This design comes from an exercise in tuning for small area on the open sky130 flow, not from production work.
Where RTL was checked, it was by simulation tests only, not by an equivalence proof against the original.

// vmstack_core
module vmstack_core (
    input  wire        clk,
    input  wire        rst,           
    input  wire        start,         
    input  wire [8:0]  img_len,       
    output wire        mem_req,
    output wire        mem_we,
    output wire [7:0]  mem_addr,
    output wire [31:0] mem_wdata,
    input  wire        mem_ack,
    input  wire [31:0] mem_rdata,
    output wire [1:0]  run,
    output wire [2:0]  fcause,
    output wire [8:0]  pc,
    output wire [8:0]  sp,
    output wire [31:0] result,
    output wire        result_valid,
    output wire        trace_valid,
    output wire [8:0]  trace_pc,
    output wire [2:0]  trace_op,
    output wire [31:0] trace_tos,
    output wire        trace_tos_valid
);
Size in the first run: about 190 I/O pins.
==> flow/config.mk <==
export PLATFORM = sky130hd
export DESIGN_NAME = vmstack_core
export DESIGN_NICKNAME = vmstack_core
export VERILOG_FILES = /design/flow/design.v
export SDC_FILE = /design/flow/constraint.sdc
export NUM_CORES = 4
export LEC_CHECK = 0
export ABC_AREA = 1
export CAP_MARGIN = 20
export CORE_MARGIN = 2
export CORE_UTILIZATION = 40
export CTS_BUF_LIST = sky130_fd_sc_hd__clkbuf_8
export SLEW_MARGIN = 20
==> flow/constraint.sdc <==
create_clock -name core_clock -period 10.0 [get_ports {clk}]
set_input_delay 2.0000 -clock core_clock [delete_from_list [all_inputs] [get_ports {clk}]]
set_output_delay 2.0000 -clock core_clock [all_outputs]
set_load 0.01 [all_outputs]
standard.sh (not shown) runs the stock make flow with config.mk's settings and CLKGATE_MAP_FILE= SYNTH_SCRIPT=/design/flow/synth_recipe.tcl, a recipe that flattens the netlist after the stock synthesis.
==> flow/flow/run.sh <==
#!/bin/bash
# The standard layout (standard.sh, the standard flow's own ORFS run) with two changes:
# the port buffers that global placement inserts use the smallest buffer
# cell, and clock tree synthesis inserts no dummy loads. Each ORFS step
# writes its own log under orfs/logs; the make output goes to flow.log.
set -euo pipefail
export BUFFER_PORTS_ARGS="-buffer_cell sky130_fd_sc_hd__buf_1"
export CTS_ARGS="-sink_clustering_enable -repair_clock_nets -buf_list sky130_fd_sc_hd__clkbuf_8 -dont_use_dummy_load"
bash standard.sh > flow.log 2>&1
The baseline went through all stages and came out clean.
==> next run, changes <==
==> flow/flow/run.sh (replaced) <==
#!/bin/bash
# The standard layout, with the port buffers that global placement inserts
# made of the smallest buffer cell. Each tool's output goes to its own log
# under orfs/logs (ORFS's own logging); the make output goes to flow.log.
set -euo pipefail
export BUFFER_PORTS_ARGS="-buffer_cell sky130_fd_sc_hd__buf_1"
bash standard.sh > flow.log 2>&1
Setup slack degrades by 0.059 ns.
Register-to-register slack gets worse by 0.03 ns.
First-iteration DRC count is higher by 0.31%.
Design area goes up by 1.4%.
Wire length stays flat.
Synthesized cell count stays the same.
Non-clock buffer count does not change.
No run of this note included a check of the RTL's function; only the layout flow was run.

---

## run 4
Another version of the RTL of vmstack_core (not shown whole).
Size in the first run: roughly 760 cells after synthesis, about 110 flip-flops, ~190 I/O pins, about 6500 um^2 of cells after synthesis.
// vmstack_core
module vmstack_core (
    input  wire        clk,
    input  wire        rst,           
    input  wire        start,         
    input  wire [8:0]  img_len,       
    output wire        mem_req,
    output wire        mem_we,
    output wire [7:0]  mem_addr,
    output wire [31:0] mem_wdata,
    input  wire        mem_ack,
    input  wire [31:0] mem_rdata,
    output wire [1:0]  run,
    output wire [2:0]  fcause,
    output wire [8:0]  pc,
    output wire [8:0]  sp,
    output wire [31:0] result,
    output wire        result_valid,
    output wire        trace_valid,
    output wire [8:0]  trace_pc,
    output wire [2:0]  trace_op,
    output wire [31:0] trace_tos,
    output wire        trace_tos_valid
);
clock: 10.0 ns
lec_check: 0
abc_area: 1
cap_margin: 20
core_margin: 2
core_utilization: 40
cts_buf_list: sky130_fd_sc_hd__clkbuf_8
slew_margin: 20
==> flow/flow/run.sh <==
#!/bin/bash
# The standard layout, with the port buffers that global placement inserts
# made of the smallest buffer cell. Each tool's output goes to its own log
# under orfs/logs (ORFS's own logging); the make output goes to flow.log.
set -euo pipefail
export BUFFER_PORTS_ARGS="-buffer_cell sky130_fd_sc_hd__buf_1"
bash standard.sh > flow.log 2>&1
What run 3 does differently from run 4 at the input level:
Settings: ABC_AREA: 1 -> unset.
### Flow results
- Summary of the comparison: compound-cell area share of the yosys netlist is higher in run 3, relative to run 4.
- Fmax: higher on run 3
- First-iteration DRC count (run 4 / run 3): 1.18
- Arrival time at the worst endpoint for run 3: 0.26 ns down relative to run 4
- Growth of design area from synthesis to finish delta for run 3 relative to run 4: 0.70 points lower
- Critical path startpoint: idx[1] -> run 3, st[2] -> run 4
- mem_addr[6] as the capturing element of the worst setup path was reported by run 4, and mem_addr[5] by run 3.

-- static timing again, ports no longer ideal --
The results above use ideal ports. As a check the final layouts listed here were re-extracted and re-timed, cells and wires unchanged. Step 1 (the two cells are an assumption about what drives the block):
set clk [get_ports {clk}]
set_driving_cell -lib_cell sky130_fd_sc_hd__clkbuf_16 $clk
set_driving_cell -lib_cell sky130_fd_sc_hd__buf_2 [delete_from_list [all_inputs] $clk]
Step 2 also shifts input and output timing later by t, the mid clock arrival at the registers, as if the neighbouring blocks saw the same clock. Slacks: ideal ports / drivers / drivers and shift; pairs: ideal ports / drivers.
| run | shift t [ns] | slack for setup (ns) | hold WS [ns] | worst slew at a driven data input, ns |
|---|---|---|---|---|
| the first run of note 1 | 0.407 | 4.081 / 4.043 / 4.451 | 0.416 / 0.416 / 0.416 | 0.05 |
| the second run of note 1 | 0.426 | 4.023 / 3.985 / 4.412 | 0.430 / 0.430 / 0.430 | 0.05 |
| run 4 | 0.417 | 4.143 / 4.104 / 4.521 | 0.416 / 0.416 / 0.416 | 0.05 |
| run 3 | 0.419 | 4.401 / 4.362 / 4.782 | 0.431 / 0.431 / 0.431 | 0.06 |
After both steps every run listed still meets setup and hold.
